From an optimization exercise on the open Yosys and OpenROAD flow, aimed at small area; shortcuts taken in it are not production practice.
Where RTL was checked, it was by simulation tests only, not by an equivalence proof against the original.
For run 8, only the layout was checked, not whether the RTL still works.
The flow treats the clock pin as an ideal source, which a real chip does not have.
No activity file was given, so power comes from the tool's default toggle rates.

==> design.v <==
module ev1527_classifier (
    input  wire [14:0] lo_i,
    input  wire [14:0] hi_i,
    output wire        valid_o,      
    output wire        bit_o,        
    output wire        preamble_o    
);
    function automatic le15(input [14:0] a, input [14:0] b);
        integer i;
        reg r;
        begin
            r = 1'b1;
            for (i = 0; i < 15; i = i + 1)
                r = (~a[i] & b[i]) | (~a[i] & r) | (b[i] & r);
            le15 = r;
        end
    endfunction
    function automatic [14:0] add15(input [14:0] a, input [14:0] b);
        integer i;
        reg c;
        begin
            c = 1'b0;
            for (i = 0; i < 15; i = i + 1) begin
                add15[i] = a[i] ^ b[i] ^ c;
                c = (a[i] & b[i]) | (a[i] & c) | (b[i] & c);
            end
        end
    endfunction
    wire lo_le_hi = le15(lo_i, hi_i);
    assign valid_o = le15(15'd900, hi_i) && le15(hi_i, 15'd17000) &&
                     le15(15'd1350, lo_i) && le15(lo_i, 15'd25500);
    assign bit_o   = lo_le_hi;
    wire [14:0] hi_x0625 = add15({1'b0, hi_i[14:1]}, {3'b000, hi_i[14:3]});
    assign preamble_o = le15(15'd19200, hi_i) && le15(hi_i, 15'd32000) &&
                        le15(hi_x0625, lo_i) && lo_le_hi;
endmodule
module ev1527_decoder (
    input  wire        clk,
    input  wire        rst,         
    input  wire        line_i,      
    input  wire        tick_i,      
    input  wire        rearm_i,     
    input  wire        disable_i,   
    input  wire        clrdet_i,    
    output wire [19:0] address_o,
    output wire [3:0]  key_o,
    output wire        detected_o,
    output wire        enabled_o
);
    reg        line_q;
    reg        enabled;
    reg        exp_fall;
    reg [14:0] count;
    reg [14:0] hi;
    reg        preamble_found;
    reg [4:0]  bit_index;
    reg [22:0] acc;
    reg [19:0] address;
    reg [3:0]  key;
    reg        detected;
    wire edge_hit = exp_fall ? (~line_i & line_q) : (line_i & ~line_q);
    wire notify   = enabled & edge_hit & ~rearm_i & ~disable_i;
    wire n_fall   = notify & exp_fall;     
    wire n_rise   = notify & ~exp_fall;    
    wire        big  = ~preamble_found & exp_fall;
    wire [14:0] step = {9'd0, big, 1'b0, big, 1'b0, preamble_found, ~exp_fall};
    reg  [14:0] count_sum;
    reg         count_cout;
    integer i;
    always @(*) begin
        count_cout = 1'b0;
        for (i = 0; i < 15; i = i + 1) begin
            count_sum[i] = count[i] ^ step[i] ^ count_cout;
            count_cout   = (count[i] & step[i]) | (count[i] & count_cout) |
                           (step[i] & count_cout);
        end
    end
    wire valid, bit_value, is_preamble;
    ev1527_classifier u_classifier (
        .lo_i      (count),
        .hi_i      (hi),
        .valid_o   (valid),
        .bit_o     (bit_value),
        .preamble_o(is_preamble)
    );
    wire take_bit = n_rise & preamble_found & valid;
    wire last_bit = (bit_index == 5'd14);
    wire complete = take_bit & last_bit;
    always @(posedge clk) begin
        line_q <= line_i;
        if (notify)
            count <= 15'd0;
        else if (enabled && tick_i && !count_cout)
            count <= count_sum;
        if (n_fall)
            hi[13:0] <= count[13:0];
        if (n_fall)
            hi[14] <= count[14];
        else if (notify || rearm_i)
            hi[14] <= 1'b0;
        if (rearm_i)
            exp_fall <= 1'b0;
        else if (notify)
            exp_fall <= ~exp_fall & (~preamble_found | valid);
        if (rearm_i)
            preamble_found <= 1'b0;
        else if (n_rise)
            preamble_found <= preamble_found ? valid : is_preamble;
        if (!preamble_found)
            bit_index <= 5'd1;
        else if (take_bit)
            bit_index <= {bit_index[3:0], bit_index[4] ^ bit_index[2]};
        if (take_bit)
            acc <= {acc[21:0], bit_value};
        if (complete) begin
            address <= acc[22:3];
            key     <= {acc[2:0], bit_value};
        end
        if (rst)
            enabled <= 1'b0;
        else if (disable_i)
            enabled <= 1'b0;
        else if (rearm_i)
            enabled <= 1'b1;
        else if (complete)
            enabled <= 1'b0;
        if (rst)
            detected <= 1'b0;
        else if (complete)
            detected <= 1'b1;
        else if (clrdet_i)
            detected <= 1'b0;
    end
    assign address_o  = address;
    assign key_o      = key;
    assign detected_o = detected;
    assign enabled_o  = enabled;
endmodule
==> flow/run.sh <==
#!/bin/bash
# Own layout flow: the standard flow (standard.sh) with these changes.
#  - Synthesis is the standard flow's own script (synth_recipe.tcl), except that the ABC
#    mapping step uses an area-oriented script (flow/area.abc): the same
#    registers, cell types and names, only the logic between them is mapped
#    differently.
#  - Ports are buffered with buf_1 instead of the resizer's default pick.
#  - CTS does not insert dummy loads.
# Each tool's log is in orfs/logs/; make's output is in flow_make.log.
set -euo pipefail
W=$(pwd)
cat > "$W/flow_synth.tcl" <<EOF
proc abc {args} {
  set i [lsearch -exact \$args -script]
  if {\$i >= 0} { lset args [expr {\$i + 1}] $W/flow/area.abc }
  yosys abc {*}\$args
}
source $W/synth_recipe.tcl
EOF
export BUFFER_PORTS_ARGS="-buffer_cell sky130_fd_sc_hd__buf_1"
export CTS_ARGS="-sink_clustering_enable -repair_clock_nets -dont_use_dummy_load"
bash standard.sh SYNTH_SCRIPT="$W/flow_synth.tcl" finish > flow_make.log 2>&1
==> flow/area.abc <==
&get -n
&st
&dch
&nf -R 1000
&put
topo
==> standard.sh <==
#!/bin/bash
# synth_recipe.tcl (not shown) runs the flow's synth.tcl, then flattens the netlist and writes it again
# the make line also repeats each setting of config.mk as NAME=value (left out here)
make -C /OpenROAD-flow-scripts/flow DESIGN_CONFIG=/design/flow/config.mk WORK_HOME=/design/flow/orfs CLKGATE_MAP_FILE= SYNTH_SCRIPT=/design/flow/synth_recipe.tcl "${@:-finish}"
==> config.mk <==
export PLATFORM = sky130hd
export DESIGN_NAME = ev1527_decoder
export DESIGN_NICKNAME = ev1527_decoder
export VERILOG_FILES = /design/flow/design.v
export SDC_FILE = /design/flow/constraint.sdc
export NUM_CORES = 4
export LEC_CHECK = 0
export CAP_MARGIN = 20
export CORE_MARGIN = 2
export CORE_UTILIZATION = 70
export GPL_TIMING_DRIVEN = 0
export SLEW_MARGIN = 20
==> constraint.sdc <==
create_clock -name core_clock -period 6.0 [get_ports {clk}]
set_input_delay 1.2000 -clock core_clock [delete_from_list [all_inputs] [get_ports {clk}]]
set_output_delay 1.2000 -clock core_clock [all_outputs]
set_load 0.01 [all_outputs]
==> impl_metrics.tcl, run 1 <==
set metrics [dict create \
    status "no timing/DRC/antenna violations" \
    rsz0062_at_grt "true" \
    clk-insertion-delay-late_ps 360 \
    grt_max_degree 35 \
    cts_tree "done" \
    via_per_inst 5.98 \
    layout_common_cells "62 x edfxtp_1, 40 x nand2_1, 32 x buf_1, 24 x clkinv_1, 24 x dfxtp_1" \
    required_ps 6230 \
    switchingPower_mw 0.232 \
    syn_avg_cell_area_um2 13.2 \
    drc 0 \
    clk_pin_slew_worst_paths_ps 80 \
    skew_ps 28.4 \
    muxShareOfSynthArea_pct 0.265 \
    critPathMaxStageDelay_ps 390 \
    vias 2399 \
    placed_area_um2 3990 \
    grt_pass1_vias 2261 \
    synthDistinctLibCells 40 \
    wirelength_um 6540 \
    synth-edff-count 62 \
    worst_slew_pin_slew_ps 1080 \
    final_common_cell "edfxtp_1" \
    critPathCaptureType "register" \
    drv_cap 0 \
    worst-path-stages 21 \
    drive_gt1_share_pct 9.97 \
    async_flop_share_pct 0 \
    synth_top_family_by_area "adder cells" \
    fmax_mhz 172 \
    cp_cell_sequence "ha_1 -> clkinv_1 -> fa_2 -> fa_2 -> fa_2 -> fa_2 -> fa_2 -> fa_2 -> fa_2 -> fa_2 -> fa_2 -> fa_2 -> fa_1 -> clkinv_1 -> ha_1 -> ha_1 -> clkinv_1 -> a2bb2oi_1 -> a222oi_1 -> nor3b_1 -> o31a_1" \
    intPower_mw 0.831 \
    synth_nets 323 \
    netlist_instances 287 \
    synthFlopType "edfxtp_1" \
    synth_compound_area_share_pct 10.2 \
    crit_start "hi[1]" \
    cts_sinks 87 \
    rrSetupSlack_ps 180 \
    ir_drop_uv 261 \
    io_buffers 32 \
    synthAdderAreaFrac_pct 15.8 \
    routabilityCongestion 0.836 \
    setup_viol_count_final 0 \
    syn_to_final_growth_pct 10.8 \
    ys_ff_latch 87 \
    insertedDiodeCount 0 \
    cts_made_buffers 9 \
    postLayoutCellArea_um2 4190 \
    critPathBufInv 3 \
    timing.final.crit_share_pct 97.1 \
    startpoint_type "register" \
    endpoint "preamble_found" \
    cp_slowest_cell "edfxtp_1" \
    io_pins 33 \
    antenna_found_initial 0 \
    yosysWarnings 2 \
    fin_crit_ps 5820 \
    r2r_end "preamble_found" \
    pwr-share-clk_pct 28.6 \
    worst_path_most_repeated_cell "fa_2" \
    grt_usage_pct 24.3 \
    drt_iter0_drc 185 \
    power_density_nw_per_um2 254 \
    fp.dieArea_um2 6010 \
    fin_util_pct 81.0 \
    std_cell_rows 26 \
    die-width_um 77.5 \
    power_frac_seq_pct 63.5 \
    die_h_um 77.5 \
    total_leakage_power_nw 1.39 \
    synthSimpleGateAreaFrac_pct 8.50 \
    cts_buffer_depth 2 \
    fillers 292 \
    start_util_pct 73.1 \
    p_comb_share_pct 7.9 \
    ys_seq_area_share_pct 62.5 \
    core-area_um2 5170 \
    slew_headroom_pct 27.8 \
    grt_overflow 0 \
    ff2ff_path_depth 21 \
    antenna_left 0 \
    swShare_pct 21.8 \
    grt_pass1_wl_um 11000 \
    drt_first_pass_iters 4 \
    hpwl_um 4540 \
    h-tree-depth 3 \
    synth_area_um2 3780 \
    hold_ws_ps 429 \
    hold_start "acc[22]" \
    finalWorstSetupSlack_ps 177 \
    finalMaxSlewViolations 0 \
    worstSetupPathType "reg2reg" \
    arrival_ps 6050 \
    path_max_fanout 3 \
    hold_class "reg2reg" \
    routedWlPerCell_um 16.3 \
    r2r_start "hi[1]" \
    hold_viol 0 \
    fin_tns_setup_ps 0 \
    fin_nets 369 \
    path_delay_family "adder cells" \
    cts-root-buf "clkbuf_8" \
    synth_xor_area_share_pct 0.232 \
    post-place-ws_ps -228 \
]
-- metrics by stage --
stage / power, mW / cells
2_1_floorplan: 0.735 / 287
6_report: 1.06 / 401
4_1_cts: 1.06 / 400
3_5_place_dp: 0.757 / 389
5_1_grt: 1.10 / 401
3_3_place_gp: 0.752 / 389
-- worst reg2reg max path, delay by kind of cell (launching register included) --
family	cells	cell delay, ps
buffers and inverters	3	220
flip-flops	1	390
AO/OA/AOI/OAI	3	730
AND/OR/NAND/NOR	1	90
adder cells (fa/ha/maj)	14	4260
-- worst min-delay path by stage --
| stage | cells past startpoint | to | slack [ps] |
|---|---|---|---|
| after detailed placement | 0 | acc[10] | 430 |
| after floorplan | 0 | address[19] | 400 |
| after global placement | 0 | address[19] | 410 |
| final | 0 | address[19] | 430 |
| after global routing | 0 | address[19] | 450 |
| after CTS | 0 | address[19] | 440 |
-- repair_timing --
item / 4_1_cts / 5_1_grt
gates resized for setup: 12 / 10
setup buffers: 2 / 1
hold buffers: 0 / 0
hold endpoints to repair: 0 / 0
setup endpoints to repair: 1 / 1
pin swaps: 4 / 5
cloned: 0 / 0
-- Yosys cell counts (2+ instances only) --
library cell   n  share of area [%]
nor4_1         2               0.33
or2_0          2               0.33
o22ai_1        5               0.83
nor2b_1        2               0.33
and3_1         2               0.33
o21ai_0        9                1.2
maj3_1        13                3.4
a31oi_1        2               0.33
o211ai_1       2               0.40
nor2_1         6               0.60
a2111oi_0      2               0.46
edfxtp_1      62                 49
a221oi_1       2               0.46
nand3_1        3               0.40
clkinv_1      25                2.5
nor3_1         4               0.53
dfxtp_1       25                 13
o2111ai_1      2               0.46
fa_1          14                7.4
nand2_1       40                4.0
a22oi_1        3               0.60
and2_0         2               0.33
ha_1          15                5.0
nor3b_1        2               0.40
o221ai_1       2               0.46
a21oi_1       24                3.2
nand4_1        2               0.33
-- registers in the layout, indices dropped and copies added, names as in the netlist --
signal and cells:
line_q 1, bit_index 5, acc 23, hi 15, address 20, count 15, preamble_found 1, detected 1
exp_fall 1, key 4, enabled 1
-- final cells by class --
| type | instances | area, um^2 | area share (%) |
|---|---|---|---|
| inverters | 25 | 93.8 | 2.24 |
| clock buffers | 9 | 124 | 2.96 |
| repair buffers | 35 | 143 | 3.41 |
| well taps | 70 | 87.6 | 2.09 |
| multi-input cells | 175 | 1370 | 32.8 |
| flip-flops and latches | 87 | 2370 | 56.5 |
-- layer usage --
metal / GRT usage, % / vias to the layer above / share of wire (%)
li1: - / 1148 / -
met1: 32.8 / 1172 / 46
met2: 38.5 / 62 / 48
met3: 4.77 / 17 / 3.8
met4: 11.4 / 0 / 2.3
met5: 0 / - / 0
-- power by group through the flow --
stage | Sequential (mW) | Clock [mW] | Combinational [mW]
after floorplan | 0.681 | 0 | 0.0546
after global placement | 0.688 | 0 | 0.0637
after detailed placement | 0.689 | 0 | 0.0678
after CTS | 0.674 | 0.311 | 0.0791
after global routing | 0.678 | 0.328 | 0.0933
final | 0.675 | 0.304 | 0.0839
-- logic make-up (layout without fill, tap and decap cells) --
kind of cell,Yosys count,after routing
compound gates,61,61
xor+xnor,1,1
fa+ha+maj,42,42
buf+inv,25,69
flops,87,87
mux,1,1
simple gates,70,70
==> run 2: changes to the inputs <==
--- a/config.mk
+++ b/config.mk
@@ -6,7 +6,7 @@
 export NUM_CORES = 4
 export LEC_CHECK = 0
-export CAP_MARGIN = 20
+export CAP_MARGIN = 0
 export CORE_MARGIN = 2
-export CORE_UTILIZATION = 70
+export CORE_UTILIZATION = 40
 export GPL_TIMING_DRIVEN = 0
-export SLEW_MARGIN = 20
+export SLEW_MARGIN = 0
==> run 2 against run 1 <==
Compared with the run above:
- die area increased by 71%
- via count decreased by 4.0%
- critical path depth decreased by 2
- first-iteration DRC count decreased by 9.7%
- global-route usage decreased by 11 points
- wire length decreased by 0.61%
- hold slack got worse by 7.5 ps
- critical path type unchanged
- critical endpoint unchanged
- largest cell class unchanged
==> impl_metrics.tcl, run 2 <==
set metrics [dict create \
    synthDistinctLibCells 40 \
    fmax_mhz 173 \
    synth_nets 323 \
    cts_tree "done" \
    muxShareOfSynthArea_pct 0.265 \
    path_max_fanout 6 \
    switchingPower_mw 0.229 \
    ys_ff_latch 87 \
    grt_max_degree 35 \
    clk-insertion-delay-late_ps 350 \
    top_regs "acc: 23 flops, address: 20 flops" \
    finalWorstSetupSlack_ps 220 \
    layout_common_cells "62 x edfxtp_1, 40 x nand2_1, 32 x buf_1, 24 x dfxtp_1, 23 x a21oi_1" \
    grt_pass1_vias 2208 \
    insertedDiodeCount 0 \
    fin_tns_setup_ps 0 \
    yosysWarnings 2 \
    whs_path_depth 0 \
    ir_drop_uv 138 \
    grt_pass1_wl_um 10600 \
    critPathMaxStageDelay_ps 370 \
    multi_input_area_um2 1380 \
    synth_compound_area_share_pct 10.2 \
    io_pins 33 \
    post-place-ws_ps -210 \
    worst_path_most_repeated_cell "maj3_1" \
    via_per_inst 5.21 \
    yosysMostFrequentCell "edfxtp_1" \
    total_leakage_power_nw 1.40 \
    synth_area_leader_cell "edfxtp_1" \
    async_flop_share_pct 0 \
    drt_first_pass_iters 4 \
    ff2ff_path_depth 19 \
    largest_reg_flops 23 \
    cts_sinks 87 \
    ys_seq_area_share_pct 62.5 \
    grt_usage_pct 13.5 \
    grt_overflow 0 \
    synthSimpleGateAreaFrac_pct 8.50 \
    synth-edff-count 62 \
    intPower_mw 0.828 \
    synthFlopType "edfxtp_1" \
    antenna_found_initial 0 \
    fin_crit_ps 5780 \
    hpwl_um 4510 \
    pwr-share-clk_pct 29.0 \
    setup_viol_count_final 0 \
    p_comb_share_pct 7.0 \
    critPathCaptureType "register" \
    power.total_mw 1.06 \
    drv_cap 0 \
    hold_viol 0 \
    die-width_um 101 \
    skew_ps 38.0 \
    ctsHoldBuffers 0 \
    status "no timing/DRC/antenna violations" \
    fin_nets 369 \
    yosys-top-cells-count "62 x edfxtp_1, 40 x nand2_1, 25 x clkinv_1, 25 x dfxtp_1, 24 x a21oi_1" \
    arrival_ps 6050 \
    start_util_pct 41.1 \
    antenna_left 0 \
    synth_area_leaders "edfxtp_1 49%, dfxtp_1 13%, fa_1 7.4%" \
    routedWlPerCell_um 14.7 \
    h-tree-depth 3 \
    cts_buffer_depth 2 \
    cts_made_buffers 9 \
    vias 2302 \
    drive_gt1_share_pct 11.2 \
    synth_area_um2 3780 \
    cp_slowest_cell "maj3_1" \
    fillers 851 \
    routabilityCongestion 0.834 \
    hold_class "reg2reg" \
    slew_headroom_pct 30.2 \
    synthAdderAreaFrac_pct 15.8 \
    std_cell_rows 35 \
    fp.dieArea_um2 10200 \
    timing.final.crit_share_pct 96.3 \
    cts-root-buf "clkbuf_8" \
    wirelength_um 6500 \
    startpoint_type "register" \
    syn_avg_cell_area_um2 13.2 \
    worst_slew_pin_slew_ps 1050 \
    die_h_um 101 \
    io_buffers 32 \
    core-area_um2 9200 \
    regMostFlops "acc" \
    synth_xor_area_share_pct 0.232 \
    swShare_pct 21.7 \
    yosys.area.top_type_share_pct 49.2 \
    finalMaxSlewViolations 0 \
    seq_area_um2 2370 \
    drc 0 \
    rsz0062_at_grt "false" \
    cp_cell_sequence "nor2b_1 -> maj3_1 -> maj3_1 -> maj3_2 -> maj3_2 -> maj3_2 -> maj3_1 -> maj3_1 -> maj3_2 -> maj3_1 -> maj3_1 -> maj3_1 -> maj3_1 -> maj3_2 -> a21oi_2 -> o21bai_4 -> o211ai_1 -> nor3b_2 -> o31a_1" \
    netlist_instances 287 \
    worstSetupPathType "reg2reg" \
    power_density_nw_per_um2 249 \
    fin_util_pct 46.2 \
    power_frac_seq_pct 64.0 \
    drt_iter0_drc 167 \
    final_common_cell "edfxtp_1" \
    clk_pin_slew_worst_paths_ps 100 \
    rrSetupSlack_ps 220 \
    required_ps 6270 \
    syn_to_final_growth_pct 12.4 \
    synth_top_family_by_area "adder cells" \
]
==> run 2: metrics by stage <==
step | instances | hold slack, ps | area (um^2)
floorplan | 287 | 400 | 3780
global placement | 430 | 405 | 4040
CTS | 441 | 423 | 4210
finish | 442 | 422 | 4250
detailed placement | 430 | 415 | 4040
global route | 442 | 427 | 4250
==> run 2: cell families after synthesis <==
| logic type | count (synthesis) |
|---|---|
| flip-flops | 87 |
| AND/OR/NAND/NOR | 70 |
| AO/OA/AOI/OAI | 61 |
| adder cells (fa/ha/maj) | 42 |
| buffers and inverters | 25 |
| XOR/XNOR | 1 |
| multiplexers | 1 |
==> run 2: what timing repair did <==
action | 4_1_cts | 5_1_grt
resized for setup | 11 | 15
pin swaps | 4 | 5
endpoints found under the setup margin | 1 | 1
buffers inserted | 2 | 1
==> run 2: metal layers <==
metal	track usage, %	part of all wire [%]	up-vias
li1	-	-	1143
met1	17.7	47	1109
met2	21.6	48	43
met3	3.17	3.0	7
met4	5.93	1.5	0
met5	0	0	-
==> run 2: layout make-up <==
type	count	area share, %
well taps	111	3.27
repair buffers	35	3.36
clock buffers	9	2.92
multi-input cells	175	32.5
inverters	25	2.24
flip-flops and latches	87	55.7
==> run 2: final timing paths <==
path,start,end
hold / removal,acc[18],address[15]
setup / recovery,count[0],preamble_found
setup reg to reg,count[0],preamble_found
hold reg to reg,acc[18],address[15]
==> run 2: worst max-delay path: cells and delay by family (launching register included) <==
| kind | cells | cell delay [ps] |
|---|---|---|
| flip-flops | 1 | 360 |
| AO/OA/AOI/OAI | 4 | 530 |
| adder cells (fa/ha/maj) | 13 | 4510 |
| AND/OR/NAND/NOR | 2 | 330 |
==> run 2: power by group through the flow <==
stage | sequential, mW | clock (mW) | combinational [mW]
after global placement | 0.690 | 0 | 0.0644
after CTS | 0.677 | 0.323 | 0.0700
final | 0.677 | 0.307 | 0.0736
after global routing | 0.680 | 0.339 | 0.0842
after floorplan | 0.681 | 0 | 0.0546
after detailed placement | 0.690 | 0 | 0.0655
==> run 3: changes to the inputs <==
--- a/config.mk
+++ b/config.mk
@@ -6,7 +6,7 @@
 export NUM_CORES = 4
 export LEC_CHECK = 0
-export CAP_MARGIN = 0
+export CAP_MARGIN = 20
 export CORE_MARGIN = 2
 export CORE_UTILIZATION = 40
 export GPL_TIMING_DRIVEN = 0
-export SLEW_MARGIN = 0
+export SLEW_MARGIN = 20
==> run 3 against run 2 <==
Compared with the run above:
- sequential share of layout area unchanged
- maximum frequency unchanged
- hold slack stayed put
- still clean
- non-clock buffer count stayed put
- count of clock-buffer cells in the layout stayed put
- final cell count unchanged
- synthesized area unchanged
- synthesized cell count is the same
- critical path type unchanged
- clock power is essentially flat
- worst setup slack did not move
==> impl_metrics.tcl, run 3 <==
set metrics [dict create \
    status "no timing/DRC/antenna violations" \
    finalWorstSetupSlack_ps 220 \
    vias 2302 \
    finalMaxSlewViolations 0 \
    syn_to_final_growth_pct 12.4 \
    cts_tree "done" \
    clk_pin_slew_worst_paths_ps 100 \
    slew_headroom_pct 30.2 \
    netlist_instances 287 \
    fmax_mhz 173 \
    critPathCaptureType "register" \
    total_leakage_power_nw 1.40 \
    top_regs "acc: 23 flops, address: 20 flops" \
    die_h_um 101 \
    cts_buffer_depth 2 \
    required_ps 6270 \
    synthDistinctLibCells 40 \
    rsz0062_at_grt "false" \
    grt_overflow 0 \
    grt_pass1_wl_um 10600 \
    worst_slew_pin_slew_ps 1050 \
    ctsHoldBuffers 0 \
    antenna_found_initial 0 \
    drive_gt1_share_pct 11.2 \
    hold_class "reg2reg" \
    cts_made_buffers 9 \
    synth_area_leaders "edfxtp_1 49%, dfxtp_1 13%, fa_1 7.4%" \
    h-tree-depth 3 \
    async_flop_share_pct 0 \
    fin_nets 369 \
    yosys-top-cells-count "62 x edfxtp_1, 40 x nand2_1, 25 x clkinv_1, 25 x dfxtp_1, 24 x a21oi_1" \
    yosys.area.top_type_share_pct 49.2 \
    fin_tns_setup_ps 0 \
    insertedDiodeCount 0 \
    antenna_left 0 \
    fin_crit_ps 5780 \
    layout_common_cells "62 x edfxtp_1, 40 x nand2_1, 32 x buf_1, 24 x dfxtp_1, 23 x a21oi_1" \
    skew_ps 38.0 \
    regMostFlops "acc" \
    worstSetupPathType "reg2reg" \
    synth_area_um2 3780 \
    stdcell_count 442 \
    std_cell_rows 35 \
    post-place-ws_ps -209 \
    die-width_um 101 \
    clk-insertion-delay-late_ps 350 \
    arrival_ps 6050 \
    path_max_fanout 6 \
    routedWlPerCell_um 14.7 \
    synth_nets 323 \
    fp.dieArea_um2 10200 \
    hpwl_um 4510 \
    drt_iter0_drc 167 \
    drc 0 \
    via_per_inst 5.21 \
    grt_usage_pct 13.5 \
    routabilityCongestion 0.834 \
    io_pins 33 \
    ir_drop_uv 138 \
    cts-root-buf "clkbuf_8" \
    io_buffers 32 \
    hold_viol 0 \
    synth_area_leader_cell "edfxtp_1" \
    core-area_um2 9200 \
    synth-edff-count 62 \
    cts_sinks 87 \
    grt_pass1_vias 2208 \
    setup_viol_count_final 0 \
    ys_seq_area_share_pct 62.5 \
    drt_first_pass_iters 4 \
    power_density_nw_per_um2 249 \
    synthFlopType "edfxtp_1" \
    ys_ff_latch 87 \
    timing.final.crit_share_pct 96.3 \
    yosysWarnings 2 \
    wirelength_um 6500 \
    drv_cap 0 \
    start_util_pct 41.1 \
    syn_avg_cell_area_um2 13.2 \
    startpoint_type "register" \
    final_common_cell "edfxtp_1" \
    grt_max_degree 35 \
    post-place-cells 430 \
    yosysMostFrequentCell "edfxtp_1" \
    largest_reg_flops 23 \
]
==> run 3: cell counts after synthesis <==
Identical to the previous run, type by type.
==> run 3: report_power, final <==
| part | internal, mW | leakage (nW) | switching (mW) | total, mW |
|---|---|---|---|---|
| Clock | 0.134 | 0.0647 | 0.172 | 0.307 |
| Sequential | 0.651 | 0.785 | 0.0255 | 0.677 |
| Combinational | 0.0424 | 0.546 | 0.0313 | 0.0736 |
==> run 3: logic make-up after synthesis <==
group | count (synthesis) | share of synthesized area, %
AOI/OAI and AO/OA | 61 | 10.2
adders and majority gates | 42 | 15.8
buffers and inverters | 25 | 2.48
and+or+nand+nor | 70 | 8.50
DFF | 87 | 62.5
muxes | 1 | 0.265
xor gates and xnor gates | 1 | 0.232
==> run 3: area by class of cell <==
cell class / instances / area (um^2)
well taps: 111 / 139
fillers: 851 / 4950
inverters: 25 / 95.1
repair buffers: 35 / 143
flip-flops and latches: 87 / 2370
multi-input cells: 175 / 1380
clock buffers: 9 / 124
==> run 3: critical path, stage by stage, from the launching register on <==
cell and delay (ps):
dfxtp_4 360, nor2b_1 130, maj3_1 350, maj3_1 360, maj3_2 310, maj3_2 320
maj3_2 310, maj3_1 360, maj3_1 370, maj3_2 330, maj3_1 360, maj3_1 360
maj3_1 370, maj3_1 370, maj3_2 340, a21oi_2 130, o21bai_4 130, o211ai_1 130
nor3b_2 200, o31a_1 140
==> run 3: final timing paths <==
check	from	to	slack (ps)	cells past startpoint
setup reg to reg	count[0]	preamble_found	220	19
setup / recovery	count[0]	preamble_found	220	19
hold reg to reg	acc[18]	address[15]	420	0
hold / removal	acc[18]	address[15]	420	0
==> run 3: per-stage QoR <==
stage                     hold WS, ps  power, mW  utilization [%]  instance area, um^2
after floorplan                   400      0.735                -                 3780
after global placement            405      0.754             43.9                 4040
after detailed placement          415      0.755             43.9                 4040
after CTS                         423       1.07             45.8                 4210
after global routing              427       1.10             46.2                 4250
final                             422       1.06             46.2                 4250
==> run 3: timing repair <==
| item | 4_1_cts | 5_1_grt |
|---|---|---|
| setup endpoints to repair | 1 | 1 |
| setup buffers | 2 | 1 |
| pin swaps | 4 | 5 |
| gates cloned | 0 | 0 |
| gates resized for setup | 11 | 15 |
==> run 3: per-layer routing <==
metal  up-vias  GRT usage [%]  wire, um
met4         0           5.93        97
met5         -              0         0
met3         7           3.17       195
met1      1109           17.7      3080
li1       1143              -         -
met2        43           21.6      3120
==> run 4: changes to the inputs <==
--- a/flow/run.sh
+++ b/flow/run.sh
@@ -19,4 +19,4 @@
 EOF
 export BUFFER_PORTS_ARGS="-buffer_cell sky130_fd_sc_hd__buf_1"
-export CTS_ARGS="-sink_clustering_enable -repair_clock_nets -dont_use_dummy_load"
+export CTS_ARGS="-sink_clustering_enable -repair_clock_nets -dont_use_dummy_load -buf_list \"sky130_fd_sc_hd__clkbuf_4 sky130_fd_sc_hd__clkbuf_8\""
 bash standard.sh SYNTH_SCRIPT="$W/flow_synth.tcl" finish > flow_make.log 2>&1
==> run 4 against run 3 <==
Compared with the run above:
- still clean
- sequential share of layout area stayed put
- die area did not move
- clock power barely moved
- critical endpoint unchanged
==> impl_metrics.tcl, run 4 <==
set metrics [dict create \
    status "no timing/DRC/antenna violations" \
    synth_area_leader_cell "edfxtp_1" \
    fmax_mhz 173 \
    fin_util_pct 46.2 \
    via_per_inst 5.21 \
    finalMaxSlewViolations 0 \
    worstSetupPathType "reg2reg" \
    antenna_left 0 \
    start_util_pct 41.1 \
    grt_pass1_wl_um 10600 \
    hold_start "acc[18]" \
    postLayoutCellArea_um2 4250 \
    insertedDiodeCount 0 \
    antenna_found_initial 0 \
    fin_crit_ps 5780 \
    clk-insertion-delay-late_ps 350 \
    startpoint_type "register" \
    die_h_um 101 \
    setup_viol_count_final 0 \
    ys_seq_area_share_pct 62.5 \
    synthDistinctLibCells 40 \
    netlist_instances 287 \
    routabilityCongestion 0.834 \
    die-width_um 101 \
    cp_slowest_cell "maj3_1" \
    drt_iter0_drc 167 \
    grt_pass1_vias 2208 \
    top_layer "met4" \
    yosys.area.top_type_share_pct 49.2 \
    io_pins 33 \
    routedWlPerCell_um 14.7 \
    top_regs "acc: 23 flops, address: 20 flops" \
    cts_made_buffers 9 \
    m1WireLength_um 3080 \
    crit_start "count[0]" \
    wirelength_um 6500 \
    syn_avg_cell_area_um2 13.2 \
    ir_drop_uv 138 \
    final_common_cell "edfxtp_1" \
    layout_common_cells "62 x edfxtp_1, 40 x nand2_1, 32 x buf_1, 24 x dfxtp_1, 23 x a21oi_1" \
    fp.dieArea_um2 10200 \
    post-place-cells 430 \
    cts-root-buf "clkbuf_8" \
    hpwl_um 4510 \
    vias 2302 \
    r2r_start "count[0]" \
    synth_nets 323 \
    timing.final.crit_share_pct 96.3 \
    hold_viol 0 \
    grt_max_degree 35 \
    cp_cell_sequence "nor2b_1 -> maj3_1 -> maj3_1 -> maj3_2 -> maj3_2 -> maj3_2 -> maj3_1 -> maj3_1 -> maj3_2 -> maj3_1 -> maj3_1 -> maj3_1 -> maj3_1 -> maj3_2 -> a21oi_2 -> o21bai_4 -> o211ai_1 -> nor3b_2 -> o31a_1" \
    hold_class "reg2reg" \
    largest_reg_flops 23 \
    total_leakage_power_nw 1.40 \
    path_delay_family "adder cells" \
    stdcell_count 442 \
    synth_area_um2 3780 \
    clk_pin_slew_worst_paths_ps 100 \
    drc 0 \
    required_ps 6270 \
    synth_area_leaders "edfxtp_1 49%, dfxtp_1 13%, fa_1 7.4%" \
    drv_cap 0 \
    h-tree-depth 3 \
    placed_area_um2 4040 \
    route.met2.wl_um 3120 \
    yosysWarnings 2 \
    drt_first_pass_iters 4 \
    cts_buffer_depth 2 \
    ys_ff_latch 87 \
    slew_headroom_pct 30.2 \
    grt_overflow 0 \
    core-area_um2 9200 \
    critPathBufInv 0 \
    arrival_ps 6050 \
    yosys-top-cells-count "62 x edfxtp_1, 40 x nand2_1, 25 x clkinv_1, 25 x dfxtp_1, 24 x a21oi_1" \
    cts_sinks 87 \
    synthFlopType "edfxtp_1" \
    synth-edff-count 62 \
    rsz0062_at_grt "false" \
    async_flop_share_pct 0 \
    std_cell_rows 35 \
    critPathCaptureType "register" \
    worst_slew_pin_slew_ps 1050 \
    grt_usage_pct 13.5 \
    critPathMaxStageDelay_ps 370 \
    regMostFlops "acc" \
    cts_tree "done" \
    drive_gt1_share_pct 11.2 \
    met3_wirelength_um 195 \
    syn_to_final_growth_pct 12.4 \
    io_buffers 32 \
    power_density_nw_per_um2 249 \
    skew_ps 38.0 \
    fin_nets 369 \
    worst_path_most_repeated_cell "maj3_1" \
    yosysMostFrequentCell "edfxtp_1" \
    path_max_fanout 6 \
]
run 4: power by group:
group | switching [mW] | total, mW | internal, mW
combinational | 0.0313 | 0.0736 | 0.0424
sequential | 0.0255 | 0.677 | 0.651
clock | 0.172 | 0.307 | 0.134
total | 0.229 | 1.06 | 0.828
run 4: final timing paths:
check / endpoint / slack (ps) / cells after the start
worst max register to register: preamble_found / 220 / 19
worst min register to register: address[15] / 420 / 0
worst max-delay path: preamble_found / 220 / 19
worst min-delay path: address[15] / 420 / 0
run 4: worst register-to-register path: cells and delay by family (launching register included):
kind / cells / cell delay (ps)
AND/OR/NAND/NOR: 2 / 330
AO/OA/AOI/OAI: 4 / 530
adder cells (fa/ha/maj): 13 / 4510
flip-flops: 1 / 360
run 4: logic make-up (layout without fill, tap and decap cells):
kind of cell	after synthesis	after routing	share of synthesized area, %
compound gates	61	61	10.2
flops	87	87	62.5
mux	1	1	0.265
xor+xnor	1	1	0.232
fa+ha+maj	42	42	15.8
buf+inv	25	69	2.48
simple gates	70	70	8.50
run 4: stage by stage:
step	setup WS (ps)	power (mW)	setup TNS [ps]	hold WS [ps]
6_report	220	1.06	0	422
5_1_grt	35.6	1.10	0	427
4_1_cts	33.0	1.07	0	423
3_5_place_dp	-209	0.755	-209	415
3_3_place_gp	-175	0.754	-175	405
2_1_floorplan	87.8	0.735	0	400
run 4: cell type report:
type / instances / area, um^2
clock buffers: 9 / 124
fillers: 851 / 4950
inverters: 25 / 95.1
multi-input cells: 175 / 1380
flip-flops and latches: 87 / 2370
well taps: 111 / 139
repair buffers: 35 / 143
run 4: timing repair:
item,CTS,global route
hold buffers,0,0
pin swaps,4,5
setup endpoints to repair,1,1
buffers inserted,2,1
gates resized for setup,11,15
run 4: per-layer routing:
metal,vias up,global-route usage [%]
li1,1143,-
met1,1109,17.7
met2,43,21.6
met3,7,3.17
met4,0,5.93
met5,-,0
==> run 5: changes to the inputs <==
--- a/flow/run.sh
+++ b/flow/run.sh
@@ -14,4 +14,5 @@
   set i [lsearch -exact \$args -script]
   if {\$i >= 0} { lset args [expr {\$i + 1}] $W/flow/area.abc }
+  puts "flow: abc with area script"
   yosys abc {*}\$args
 }
@@ -19,4 +20,5 @@
 EOF
 export BUFFER_PORTS_ARGS="-buffer_cell sky130_fd_sc_hd__buf_1"
-export CTS_ARGS="-sink_clustering_enable -repair_clock_nets -dont_use_dummy_load -buf_list \"sky130_fd_sc_hd__clkbuf_4 sky130_fd_sc_hd__clkbuf_8\""
+export PRE_CTS_TCL="$W/flow/cts_hook.tcl"
+export CLK_ROOT_CELL=sky130_fd_sc_hd__clkbuf_16
 bash standard.sh SYNTH_SCRIPT="$W/flow_synth.tcl" finish > flow_make.log 2>&1
==> flow/cts_hook.tcl (new file) <==
# Replaces CTS's tree with one clock buffer (CLK_ROOT_CELL) that drives every
# register, placed at the centre of the registers; the rest of ORFS's CTS
# step (legalisation, timing repair) runs as usual.
rename clock_tree_synthesis orfs_clock_tree_synthesis
proc clock_tree_synthesis {args} {
  set block [ord::get_db_block]
  set sx 0
  set sy 0
  set n 0
  foreach inst [$block getInsts] {
    if {[[$inst getMaster] isSequential]} {
      set bb [$inst getBBox]
      set sx [expr {$sx + ([$bb xMin] + [$bb xMax]) / 2}]
      set sy [expr {$sy + ([$bb yMin] + [$bb yMax]) / 2}]
      incr n
    }
  }
  set dbu [$block getDbUnitsPerMicron]
  set x [expr {double($sx) / $n / $dbu}]
  set y [expr {double($sy) / $n / $dbu}]
  insert_buffer -buffer_cell $::env(CLK_ROOT_CELL) -net clk -location [list $x $y] \
    -buffer_name clkbuf_root -net_name clknet_root
  [$block findNet clknet_root] setSigType CLOCK
  [$block findNet clk] setSigType CLOCK
  set_propagated_clock [all_clocks]
}
==> run 5 against run 4 <==
Compared with the run above:
- the run now fails in 4_1_cts
- synthesized area unchanged
- synthesized cell count unchanged
==> impl_metrics.tcl, run 5 <==
set metrics [dict create \
    synthDistinctLibCells 40 \
    ys_seq_area_share_pct 62.5 \
    post-place-ws_ps -209 \
    die-width_um 101 \
    synth_area_leaders "edfxtp_1 49%, dfxtp_1 13%, fa_1 7.4%" \
    std_cell_rows 35 \
    netlist_instances 287 \
    yosys.area.top_type_share_pct 49.2 \
    routabilityCongestion 0.834 \
    synth_nets 323 \
    synthFlopType "edfxtp_1" \
    io_pins 33 \
    yosysWarnings 2 \
    ys_ff_latch 87 \
    synth_area_leader_cell "edfxtp_1" \
    syn_avg_cell_area_um2 13.2 \
    async_flop_share_pct 0 \
    io_buffers 32 \
    yosys-top-cells-count "62 x edfxtp_1, 40 x nand2_1, 25 x clkinv_1, 25 x dfxtp_1, 24 x a21oi_1" \
    synth-edff-count 62 \
    failed_stage "4_1_cts" \
    synth_area_um2 3780 \
    firstError "Error: cts.tcl, 36 invalid command name \"NULL\"" \
    hpwl_um 4510 \
    status "did not finish" \
    start_util_pct 41.1 \
    yosysMostFrequentCell "edfxtp_1" \
    die_h_um 101 \
]
==> run 5: cell counts after synthesis <==
No cell type changed its count.
==> run 5: through the flow <==
step	std cells	hold WS, ps	total power, mW	area, um^2
after floorplan	287	400	0.735	3780
after detailed placement	430	415	0.755	4040
after global placement	430	405	0.754	4040
==> run 5: power groups by stage <==
stage / sequential (mW) / clock [mW] / combinational [mW]
after floorplan: 0.681 / 0 / 0.0546
after global placement: 0.690 / 0 / 0.0644
after detailed placement: 0.690 / 0 / 0.0655
==> run 5: kinds of logic after synthesis <==
family	synth area share [%]
xor+xnor	0.232
fa+ha+maj	15.8
compound gates	10.2
mux	0.265
flops	62.5
simple gates	8.50
buf+inv	2.48
==> run 5: worst min path at each step <==
| stage | start | to | slack, ps | cells past startpoint |
|---|---|---|---|---|
| after floorplan | acc[22] | address[19] | 400 | 0 |
| after global placement | acc[22] | address[19] | 400 | 0 |
| after detailed placement | acc[22] | address[19] | 420 | 0 |
==> run 6: changes to the inputs <==
--- a/design.v
+++ b/design.v
@@ -1,5 +1,5 @@
 module ev1527_classifier (
     input  wire [14:0] lo_i,
-    input  wire [14:0] hi_i,
+    input  wire [13:0] hi_i,
     output wire        valid_o,      
     output wire        bit_o,        
@@ -27,11 +27,12 @@
         end
     endfunction
-    wire lo_le_hi = le15(lo_i, hi_i);
-    assign valid_o = le15(15'd900, hi_i) && le15(hi_i, 15'd17000) &&
+    wire [14:0] hi = {1'b0, hi_i};
+    wire lo_le_2hi = le15(lo_i, {hi_i, 1'b0});
+    assign valid_o = le15(15'd450, hi) && le15(hi, 15'd8500) &&
                      le15(15'd1350, lo_i) && le15(lo_i, 15'd25500);
-    assign bit_o   = lo_le_hi;
-    wire [14:0] hi_x0625 = add15({1'b0, hi_i[14:1]}, {3'b000, hi_i[14:3]});
-    assign preamble_o = le15(15'd19200, hi_i) && le15(hi_i, 15'd32000) &&
-                        le15(hi_x0625, lo_i) && lo_le_hi;
+    assign bit_o   = lo_le_2hi;
+    wire [14:0] hi_x125 = add15(hi, {3'b000, hi_i[13:2]});
+    assign preamble_o = le15(15'd9600, hi) && le15(hi, 15'd16000) &&
+                        le15(hi_x125, lo_i) && lo_le_2hi;
 endmodule
 module ev1527_decoder (
@@ -52,5 +53,5 @@
     reg        exp_fall;
     reg [14:0] count;
-    reg [14:0] hi;
+    reg [13:0] hi;
     reg        preamble_found;
     reg [4:0]  bit_index;
@@ -64,16 +65,22 @@
     wire n_rise   = notify & ~exp_fall;    
     wire        big  = ~preamble_found & exp_fall;
-    wire [14:0] step = {9'd0, big, 1'b0, big, 1'b0, preamble_found, ~exp_fall};
+    wire [14:0] step = {10'd0, big, 1'b0, big, preamble_found & ~exp_fall,
+                        ~big};
     reg  [14:0] count_sum;
-    reg         count_cout;
+    reg         carry;
+    reg         count_c14;    
     integer i;
     always @(*) begin
-        count_cout = 1'b0;
+        carry = 1'b0;
+        count_c14 = 1'b0;
         for (i = 0; i < 15; i = i + 1) begin
-            count_sum[i] = count[i] ^ step[i] ^ count_cout;
-            count_cout   = (count[i] & step[i]) | (count[i] & count_cout) |
-                           (step[i] & count_cout);
+            if (i == 14)
+                count_c14 = carry;
+            count_sum[i] = count[i] ^ step[i] ^ carry;
+            carry        = (count[i] & step[i]) | (count[i] & carry) |
+                           (step[i] & carry);
         end
     end
+    wire count_sat = exp_fall ? count_c14 : carry;
     wire valid, bit_value, is_preamble;
     ev1527_classifier u_classifier (
@@ -91,12 +98,12 @@
         if (notify)
             count <= 15'd0;
-        else if (enabled && tick_i && !count_cout)
+        else if (enabled && tick_i && !count_sat)
             count <= count_sum;
         if (n_fall)
-            hi[13:0] <= count[13:0];
+            hi[12:0] <= count[12:0];
         if (n_fall)
-            hi[14] <= count[14];
+            hi[13] <= count[13];
         else if (notify || rearm_i)
-            hi[14] <= 1'b0;
+            hi[13] <= 1'b0;
         if (rearm_i)
             exp_fall <= 1'b0;
--- a/flow/run.sh
+++ b/flow/run.sh
@@ -14,5 +14,4 @@
   set i [lsearch -exact \$args -script]
   if {\$i >= 0} { lset args [expr {\$i + 1}] $W/flow/area.abc }
-  puts "flow: abc with area script"
   yosys abc {*}\$args
 }
@@ -20,5 +19,4 @@
 EOF
 export BUFFER_PORTS_ARGS="-buffer_cell sky130_fd_sc_hd__buf_1"
-export PRE_CTS_TCL="$W/flow/cts_hook.tcl"
-export CLK_ROOT_CELL=sky130_fd_sc_hd__clkbuf_16
+export CTS_ARGS="-sink_clustering_enable -repair_clock_nets -dont_use_dummy_load"
 bash standard.sh SYNTH_SCRIPT="$W/flow_synth.tcl" finish > flow_make.log 2>&1
--- a/config.mk
+++ b/config.mk
@@ -8,5 +8,5 @@
 export CAP_MARGIN = 20
 export CORE_MARGIN = 2
-export CORE_UTILIZATION = 40
+export CORE_UTILIZATION = 70
 export GPL_TIMING_DRIVEN = 0
 export SLEW_MARGIN = 20
removed: flow/cts_hook.tcl
==> run 6 against run 5 <==
Compared with the run above:
- the run now finishes clean
- synthesized cell count down 2.8%
- synthesized area down 0.63%
==> impl_metrics.tcl, run 6 <==
set metrics [dict create \
    ys_ff_latch 86 \
    multi_input_area_um2 1330 \
    cts-root-buf "clkbuf_8" \
    grt_pass1_vias 2326 \
    post-place-ws_ps -123 \
    arrival_ps 6030 \
    hold_class "reg2reg" \
    slew_headroom_pct 48.0 \
    post-place-cells 384 \
    yosys.area.top_type_share_pct 48.8 \
    hold_viol 0 \
    setup_viol_count_final 0 \
    synth_nets 315 \
    die_h_um 77.3 \
    total_leakage_power_nw 1.38 \
    fin_nets 365 \
    ys_seq_area_share_pct 62.1 \
    fin_crit_ps 5810 \
    insertedDiodeCount 0 \
    syn_avg_cell_area_um2 13.5 \
    clk_pin_slew_worst_paths_ps 80 \
    yosysWarnings 2 \
    hpwl_um 4750 \
    synth-edff-count 61 \
    use_met1_pct 32.7 \
    synth_area_leader_cell "edfxtp_1" \
    ctsHoldBuffers 0 \
    async_flop_share_pct 0 \
    ir_drop_uv 268 \
    worstSetupPathType "reg2reg" \
    seq_area_um2 2340 \
    drive_gt1_share_pct 9.79 \
    synthFlopType "edfxtp_1" \
    fillers 311 \
    io_pins 33 \
    io_buffers 32 \
    worst_slew_pin_slew_ps 775 \
    start_util_pct 73.1 \
    busiest_layer "met2" \
    final_common_cell "edfxtp_1" \
    timing.final.crit_share_pct 96.9 \
    std_cell_rows 26 \
    netlist_instances 279 \
    layout_common_cells "61 x edfxtp_1, 32 x buf_1, 31 x clkinv_1, 23 x dfxtp_1, 18 x nor2_1" \
    skew_ps 18.2 \
    rsz0062_at_grt "false" \
    critPathCaptureType "register" \
    wirelength_um 6690 \
    drv_cap 0 \
    vias 2424 \
    die-width_um 77.3 \
    grt_overflow 0 \
    finalMaxSlewViolations 0 \
    power_density_nw_per_um2 326 \
    grt_usage_pct 24.4 \
    cts_made_buffers 9 \
    clk-insertion-delay-late_ps 350 \
    stdcell_count 397 \
    h-tree-depth 3 \
    core-area_um2 5140 \
    routabilityCongestion 0.840 \
    grt_pass1_wl_um 11200 \
    via_per_inst 6.11 \
    yosys-top-cells-count "61 x edfxtp_1, 33 x clkinv_1, 25 x dfxtp_1" \
    drt_first_pass_iters 5 \
    regMostFlops "acc" \
    antenna_found_initial 0 \
    drt_iter0_drc 209 \
    fin_tns_setup_ps 0 \
    synth_area_um2 3760 \
    path_max_fanout 3 \
    startpoint_type "register" \
    top_regs "acc: 23 flops, address: 20 flops, count: 15 flops" \
    cts_tree "done" \
    fmax_mhz 172 \
    drc 0 \
    use_met3_pct 5.53 \
    synthDistinctLibCells 34 \
    cts_buffer_depth 2 \
    status "no timing/DRC/antenna violations" \
    required_ps 6220 \
    grt_max_degree 33 \
    fp.dieArea_um2 5970 \
    cts_sinks 86 \
    syn_to_final_growth_pct 11.4 \
    synth_area_leaders "edfxtp_1 49%, dfxtp_1 13%, fa_1 7.5%" \
    yosysMostFrequentCell "edfxtp_1" \
    hold_ws_ps 426 \
    largest_reg_flops 23 \
    finalWorstSetupSlack_ps 188 \
    antenna_left 0 \
    routedWlPerCell_um 16.8 \
    grtUsageMet2_pct 39.8 \
]
## run 6: area by class of cell
class	count	area share, %
Inverter	33	2.99
Timing Repair Buffer	39	4.25
Multi-Input combinational cell	160	31.9
Sequential cell	86	55.8
Tap cell	70	2.09
Clock buffer	9	2.96
## run 6: logic make-up (layout without fill, tap and decap cells)
| kind of cell | after synthesis | after routing | share of synthesized area, % |
|---|---|---|---|
| flops | 86 | 86 | 62.1 |
| buf+inv | 33 | 81 | 3.30 |
| fa+ha+maj | 43 | 43 | 16.2 |
| simple gates | 54 | 54 | 6.73 |
| xor+xnor | 1 | 1 | 0.233 |
| mux | 2 | 2 | 0.533 |
| compound gates | 60 | 60 | 11.0 |
## run 6: stage by stage
step           utilization, %  instance area, um^2  power, mW
6_report                 81.4                 4190       1.36
5_1_grt                  81.4                 4190       1.44
4_1_cts                  80.7                 4150       1.36
3_5_place_dp             77.8                 4000       1.06
3_3_place_gp             77.1                 3970       1.04
2_1_floorplan               -                 3760      0.977
## run 6: worst paths after layout
| kind | slack, ps | start | end | cells past startpoint |
|---|---|---|---|---|
| setup / recovery | 190 | hi[0] | preamble_found | 16 |
| hold / removal | 430 | acc[22] | address[19] | 0 |
| setup reg to reg | 190 | hi[0] | preamble_found | 16 |
| hold reg to reg | 430 | acc[22] | address[19] | 0 |
## run 6: what timing repair did
| item | in CTS | in global routing |
|---|---|---|
| cloned | 0 | 0 |
| buffers inserted | 2 | 1 |
| pin swaps | 1 | 2 |
| setup endpoints to repair | 3 | 3 |
| gates resized for setup | 5 | 9 |
## run 6: per-layer routing
| layer | vias up | routed length, um |
|---|---|---|
| met5 | - | 0 |
| met4 | 0 | 116 |
| met2 | 102 | 3370 |
| li1 | 1140 | - |
| met3 | 12 | 425 |
| met1 | 1170 | 2780 |
## run 6: power breakdown
part	leakage, nW	switching, mW	internal, mW
Clock	0.0647	0.169	0.134
Combinational	0.560	0.144	0.132
Sequential	0.756	0.0850	0.698
## run 6: critical path, cell delays in order (launching register included)
cell and delay [ps]:
edfxtp_1 420, maj3_2 330, maj3_1 370, maj3_1 370, maj3_1 370, maj3_1 360, maj3_1 370, maj3_1 370
maj3_1 370, maj3_1 360, maj3_1 360, maj3_1 360, maj3_1 370, maj3_1 370, maj3_2 350, nand4_1 100
a31oi_1 80
==> run 7: changes to the inputs <==
--- a/config.mk
+++ b/config.mk
@@ -8,5 +8,5 @@
 export CAP_MARGIN = 20
 export CORE_MARGIN = 2
-export CORE_UTILIZATION = 70
+export CORE_UTILIZATION = 40
 export GPL_TIMING_DRIVEN = 0
 export SLEW_MARGIN = 20
==> run 7 against run 6 <==
Compared with the run above:
- still clean on timing, DRC and antenna
- sequential power rose by 0.5%
- die area is 71% higher
- critical endpoint unchanged
- power fell by 0.89%
- utilization is 35 points lower
- clock power rose by 1%
- worst setup slack improved by 18 ps
- synthesized area is the same
- non-clock buffer count is 1 lower
- critical path type unchanged
- highest routed layer unchanged
- via count is 4.6% lower
- combinational power decreased by 7.6%
- sequential cell count did not move
- maximum frequency increased by 0.30%
==> impl_metrics.tcl, run 7 <==
set metrics [dict create \
    status "no timing/DRC/antenna violations" \
    regMostFlops "acc" \
    arrival_ps 6000 \
    grt_max_degree 33 \
    cts_buffer_depth 2 \
    clk-insertion-delay-late_ps 360 \
    clk_pin_slew_worst_paths_ps 100 \
    use_met3_pct 3.74 \
    wirelength_um 6610 \
    synthDistinctLibCells 34 \
    drt_first_pass_iters 4 \
    drv_cap 0 \
    synthAdderAreaFrac_pct 16.2 \
    synth_compound_area_share_pct 11.0 \
    skew_ps 35.0 \
    path_max_fanout 3 \
    largest_reg_flops 23 \
    required_ps 6210 \
    grt_overflow 0 \
    die-width_um 101 \
    std_cell_rows 35 \
    rsz0062_at_grt "false" \
    setup_viol_count_final 0 \
    yosys-top-cells-count "61 x edfxtp_1, 33 x clkinv_1, 25 x dfxtp_1" \
    grt_usage_pct 14.2 \
    worst_slew_pin_slew_ps 807 \
    cts_tree "done" \
    synthSimpleGateAreaFrac_pct 6.73 \
    ys_ff_latch 86 \
    yosysWarnings 2 \
    routabilityCongestion 0.774 \
    layout_common_cells "61 x edfxtp_1, 32 x clkinv_1, 32 x buf_1, 23 x dfxtp_1, 18 x nor2_1" \
    io_pins 33 \
    die_h_um 101 \
    fp.dieArea_um2 10200 \
    grtUsageMet2_pct 21.8 \
    slew_headroom_pct 45.8 \
    synth_area_leaders "edfxtp_1 49%, dfxtp_1 13%, fa_1 7.5%" \
    drt_iter0_drc 87 \
    timing.final.crit_share_pct 96.6 \
    start_util_pct 40.9 \
    hold_class "reg2reg" \
    post-place-cells 425 \
    synth-edff-count 61 \
    antenna_left 0 \
    yosys.area.top_type_share_pct 48.8 \
    critPathCaptureType "register" \
    fin_nets 364 \
    antenna_found_initial 0 \
    async_flop_share_pct 0 \
    synth_area_leader_cell "edfxtp_1" \
    h-tree-depth 3 \
    synthFlopType "edfxtp_1" \
    syn_to_final_growth_pct 12.6 \
    final_common_cell "edfxtp_1" \
    stdcell_count 437 \
    fin_crit_ps 5790 \
    total_leakage_power_nw 1.38 \
    yosysMostFrequentCell "edfxtp_1" \
    startpoint_type "register" \
    busiest_layer "met2" \
    hold_viol 0 \
    drive_gt1_share_pct 10.4 \
    syn_avg_cell_area_um2 13.5 \
    cts_sinks 86 \
    routedWlPerCell_um 15.1 \
    core-area_um2 9200 \
    io_buffers 32 \
    synth_top_family_by_area "adder cells" \
    grt_pass1_vias 2230 \
    synth_nets 315 \
    hpwl_um 4770 \
    netlist_instances 279 \
    ys_seq_area_share_pct 62.1 \
    use_met1_pct 19.1 \
    finalMaxSlewViolations 0 \
    synth_xor_area_share_pct 0.233 \
    insertedDiodeCount 0 \
    ctsHoldBuffers 0 \
    cts_made_buffers 9 \
    muxShareOfSynthArea_pct 0.533 \
    power_density_nw_per_um2 319 \
    synth_area_um2 3760 \
    fmax_mhz 173 \
    top_regs "acc: 23 flops, address: 20 flops, count: 15 flops" \
    ir_drop_uv 200 \
    worstSetupPathType "reg2reg" \
    via_per_inst 5.29 \
    grt_pass1_wl_um 11100 \
    vias 2312 \
    fillers 852 \
    cts-root-buf "clkbuf_8" \
    drc 0 \
    power.total_mw 1.35 \
]
-- run 7: cell counts after synthesis --
Identical to the previous run, type by type.
-- run 7: timing repair --
| action | in CTS | in global routing |
|---|---|---|
| gates resized for setup | 7 | 9 |
| buffers inserted | 2 | 1 |
| pin swaps | 1 | 3 |
| endpoints found under the setup margin | 3 | 3 |
| hold endpoints to repair | 0 | 0 |
-- run 7: kinds of logic (layout without fill, tap and decap cells) --
logic type	after synthesis	in the layout
flops	86	86
compound gates	60	60
simple gates	54	54
fa+ha+maj	43	43
buf+inv	33	80
mux	2	2
xor+xnor	1	1
-- run 7: where the power goes --
| part | switching [mW] | internal [mW] |
|---|---|---|
| Sequential | 0.0888 | 0.699 |
| Clock | 0.173 | 0.134 |
| Combinational | 0.128 | 0.127 |
| Total | 0.390 | 0.960 |
-- run 7: area by class of cell --
cell class              count  area (um^2)  area share [%]
flip-flops and latches     86         2340            55.2
multi-input cells         160         1340            31.7
repair buffers             38          164            3.87
well taps                 111          139            3.28
inverters                  33          125            2.96
clock buffers               9          124            2.93
-- run 7: path summary, 6_finish.rpt --
check,slack [ps],startpoint,end,cells after the start
hold / removal,430,acc[8],address[5],0
hold reg to reg,430,acc[8],address[5],0
setup reg to reg,210,hi[0],preamble_found,17
setup / recovery,210,hi[0],preamble_found,17
-- run 7: stage by stage --
stage / setup TNS, ps / instance area (um^2) / util (%) / hold WS, ps / setup WS (ps)
after floorplan: 0 / 3760 / - / 400 / 246
after global routing: 0 / 4230 / 46.0 / 442 / 7.34
after CTS: 0 / 4200 / 45.7 / 429 / 40.1
final: 0 / 4230 / 46.0 / 425 / 205
after global placement: -248 / 4020 / 43.7 / 410 / -109
after detailed placement: -315 / 4050 / 44.0 / 411 / -146
-- run 7: metal layers --
layer  wire length, um  share of wire [%]
met5                 0                  0
met4               124                1.9
met3               225                3.4
met2              3130                 47
met1              3130                 47
-- run 7: worst max-delay path: stages, from the launching register on --
cell and delay (ps):
edfxtp_1 420, buf_4 160, maj3_1 360, maj3_2 320
maj3_1 360, maj3_1 360, maj3_1 360, maj3_1 370
maj3_2 320, maj3_1 360, maj3_1 370, maj3_2 320
maj3_1 360, maj3_2 320, maj3_1 360, maj3_2 350
nand4_1 120, a31oi_1 80
==> run 8: changes to the inputs <==
--- a/design.v
+++ b/design.v
@@ -16,4 +16,24 @@
         end
     endfunction
+    function automatic ge15n(input [14:0] na, input [14:0] b);
+        integer i;
+        reg s;
+        begin
+            s = 1'b0;
+            for (i = 0; i < 15; i = i + 1)
+                s = (b[i] & na[i]) | (b[i] & s) | (na[i] & s);
+            ge15n = ~s;
+        end
+    endfunction
+    function automatic le15n(input [14:0] na, input [14:0] b);
+        integer i;
+        reg r;
+        begin
+            r = 1'b1;
+            for (i = 0; i < 15; i = i + 1)
+                r = (na[i] & b[i]) | (na[i] & r) | (b[i] & r);
+            le15n = r;
+        end
+    endfunction
     function automatic [14:0] add15(input [14:0] a, input [14:0] b);
         integer i;
@@ -27,6 +47,7 @@
         end
     endfunction
-    wire [14:0] hi = {1'b0, hi_i};
-    wire lo_le_2hi = le15(lo_i, {hi_i, 1'b0});
+    wire [14:0] hi     = {1'b0, hi_i};
+    wire [14:0] lo_n   = ~lo_i;
+    wire lo_le_2hi = le15n(lo_n, {hi_i, 1'b0});
     assign valid_o = le15(15'd450, hi) && le15(hi, 15'd8500) &&
                      le15(15'd1350, lo_i) && le15(lo_i, 15'd25500);
@@ -34,5 +55,5 @@
     wire [14:0] hi_x125 = add15(hi, {3'b000, hi_i[13:2]});
     assign preamble_o = le15(15'd9600, hi) && le15(hi, 15'd16000) &&
-                        le15(hi_x125, lo_i) && lo_le_2hi;
+                        ge15n(lo_n, hi_x125) && lo_le_2hi;
 endmodule
 module ev1527_decoder (
==> run 8 against run 7 <==
Compared with the run above:
- critical endpoint unchanged
- now fails the layout checks on negative setup slack
- global-route usage down 0.78 points
- maximum frequency shrank 9.2%
- die area down 0.39%
- synthesized area shrank 0.40%
- utilization is 0.084 points higher
- clock skew increased by 16 ps
- sequential cell count unchanged
==> impl_metrics.tcl, run 8 <==
set metrics [dict create \
    grt_usage_pct 13.4 \
    setup_viol_count_final 1 \
    routabilityCongestion 0.788 \
    netlist_instances 264 \
    ctsHoldBuffers 0 \
    worst_slew_pin_slew_ps 902 \
    drt_first_pass_iters 4 \
    clk-insertion-delay-late_ps 360 \
    fin_nets 348 \
    core-area_um2 9150 \
    final_common_cell "edfxtp_1" \
    die_h_um 101 \
    timing.final.crit_share_pct 106 \
    post-place-cells 407 \
    grt_pass1_wl_um 10500 \
    fp.dieArea_um2 10100 \
    fin_crit_ps 6390 \
    power_density_nw_per_um2 325 \
    cts_buffer_depth 2 \
    total_leakage_power_nw 1.38 \
    finalMaxSlewViolations 0 \
    hpwl_um 4410 \
    yosys.area.top_type_share_pct 48.9 \
    h-tree-depth 3 \
    ys_seq_area_share_pct 62.3 \
    synthDistinctLibCells 32 \
    cts_made_buffers 9 \
    cts-root-buf "clkbuf_8" \
    syn_to_final_growth_pct 12.7 \
    skew_ps 50.9 \
    vias 2188 \
    yosys-top-cells-count "61 x edfxtp_1, 28 x maj3_1, 25 x dfxtp_1" \
    arrival_ps 6660 \
    grt_pass1_vias 2191 \
    hold_start "acc[2]" \
    synth_area_um2 3740 \
    drv_cap 0 \
    ir_drop_uv 161 \
    hold_viol 0 \
    fmax_mhz 157 \
    antenna_found_initial 0 \
    largest_reg_flops 23 \
    io_buffers 32 \
    routedWlPerCell_um 14.5 \
    required_ps 6280 \
    grt_max_degree 34 \
    yosysMostFrequentCell "edfxtp_1" \
    fillers 823 \
    clk_pin_slew_worst_paths_ps 110 \
    die-width_um 101 \
    rsz0062_at_grt "true" \
    seq_area_um2 2330 \
    hold_ws_ps 418 \
    cts_tree "done" \
    finalWorstSetupSlack_ps -385 \
    hold_class "reg2reg" \
    drt_iter0_drc 109 \
    synth_area_leader_cell "edfxtp_1" \
    ys_ff_latch 86 \
    r2r_start "hi[2]" \
    slew_headroom_pct 39.9 \
    path_max_fanout 2 \
    startpoint_type "register" \
    yosysWarnings 2 \
    synthFlopType "edfxtp_1" \
    top_regs "acc: 23 flops, address: 20 flops, count: 15 flops" \
    multi_input_area_um2 1390 \
    status "failed layout checks" \
    std_cell_rows 35 \
    synth-edff-count 61 \
    synth_area_leaders "edfxtp_1 49%, dfxtp_1 13%, fa_1 7.5%" \
    antenna_left 0 \
    async_flop_share_pct 0 \
    critPathCaptureType "register" \
    cts_sinks 86 \
    insertedDiodeCount 0 \
    crit_start "hi[2]" \
    so_faults "negative setup slack" \
    stdcell_count 421 \
    start_util_pct 40.9 \
    wirelength_um 6100 \
    syn_avg_cell_area_um2 14.2 \
    via_per_inst 5.20 \
    drive_gt1_share_pct 14.5 \
    regMostFlops "acc" \
    synth_nets 300 \
    io_pins 33 \
    layout_common_cells "61 x edfxtp_1, 32 x buf_1, 23 x dfxtp_1, 19 x nor2_1, 18 x clkinv_1" \
    worstSetupPathType "reg2reg" \
    drc 0 \
    grt_overflow 0 \
]
run 8: changes by cell type in the layout (fill, tap and decap cells not counted), moves of 4 or more:
cell      before  now
clkinv_1      32   18
maj3_1         9   15
maj3_2         5   13
nand2_1       14    8
o221ai_1       4    0
o22ai_1        4    0
run 8: timing repair:
action	in CTS	in global routing
resized for setup	3	9
setup endpoints to repair	3	3
setup buffers	2	3
pin swaps	0	2
run 8: kinds of logic (layout without fill, tap and decap cells):
logic type / after synthesis / in the layout / share of synthesized area, %
compound gates: 41 / 41 / 7.26
xor+xnor: 1 / 1 / 0.234
fa+ha+maj: 57 / 57 / 20.0
buf+inv: 20 / 66 / 2.01
flops: 86 / 86 / 62.3
mux: 2 / 2 / 0.535
simple gates: 57 / 57 / 7.66
run 8: final timing paths:
kind / to / slack, ps / cells past startpoint
worst min register to register: acc[3] / 420 / 0
worst max register to register: preamble_found / -390 / 20
worst max-delay path: preamble_found / -390 / 20
worst min-delay path: acc[3] / 420 / 0
run 8: per-layer routing:
metal	track usage, %	part of all wire, %	wire length, um	vias up
met5	0	0	0	-
met4	4.74	1.2	76	0
met3	3.74	3.3	199	7
met2	20.0	45	2770	37
met1	18.9	50	3050	1065
li1	-	-	-	1079
run 8: layout make-up:
cell class / count / share of cell area [%]
Timing Repair Buffer: 37 / 3.74
Multi-Input combinational cell: 158 / 32.9
Sequential cell: 86 / 55.3
Clock buffer: 9 / 2.94
Tap cell: 111 / 3.29
Inverter: 20 / 1.81
run 8: power breakdown:
part / switching, mW / internal [mW] / total (mW)
clock: 0.172 / 0.134 / 0.306
combinational: 0.157 / 0.145 / 0.301
sequential: 0.0649 / 0.698 / 0.763
run 8: worst max-delay path: stages, from the launching register on:
cell and delay (ps):
edfxtp_1 420, ha_2 210, fa_2 340, fa_2 340, fa_2 360, fa_2 360, fa_2 350, fa_2 350
fa_2 350, fa_2 350, fa_2 350, fa_2 340, fa_1 430, maj3_2 310, maj3_2 320, maj3_2 320
maj3_2 320, nor2_2 100, nand2_1 80, o31ai_1 180, nor2b_1 150
run 8: through the flow:
stage          TNS [ps]  area [um^2]  power [mW]  setup WS, ps  utilization [%]
2_1_floorplan      -206         3780       0.984          -206                -
3_3_place_gp       -617         4040        1.06          -467             44.1
3_5_place_dp       -552         4040        1.06          -489             44.1
4_1_cts            -394         4180        1.37          -394             45.7
5_1_grt            -581         4220        1.46          -581             46.1
6_report           -385         4220        1.37          -385             46.1

[separate check: timing with driven ports]
In the flow no input, the clock included, has a driving cell. The finished layouts below were timed again as built, in two steps. Step 1 assumes that a clkbuf_16 drives the clock port and a buf_2 every other input. Step 2 times the ports against the registers' clock, not the clock port: input delays grow and output delays shrink by t, the midpoint of the rising clock arrivals with the driver on. a / b / c = no drivers / after step 1 / after step 2; a / b = the first two.
run | t (ns) | setup WS [ns] | worst data-port slew with drivers (ns)
run 1 | 0.375 | 0.177 / 0.177 / 0.177 | 0.03
run 2 | 0.363 | 0.220 / 0.220 / 0.220 | 0.03
run 3 | 0.363 | 0.220 / 0.220 / 0.220 | 0.03
run 4 | 0.363 | 0.220 / 0.220 / 0.220 | 0.03
run 6 | 0.370 | 0.188 / 0.188 / 0.188 | 0.03
run 7 | 0.378 | 0.205 / 0.205 / 0.205 | 0.04
run 8 | 0.371 | -0.385 / -0.385 / -0.385 | 0.03
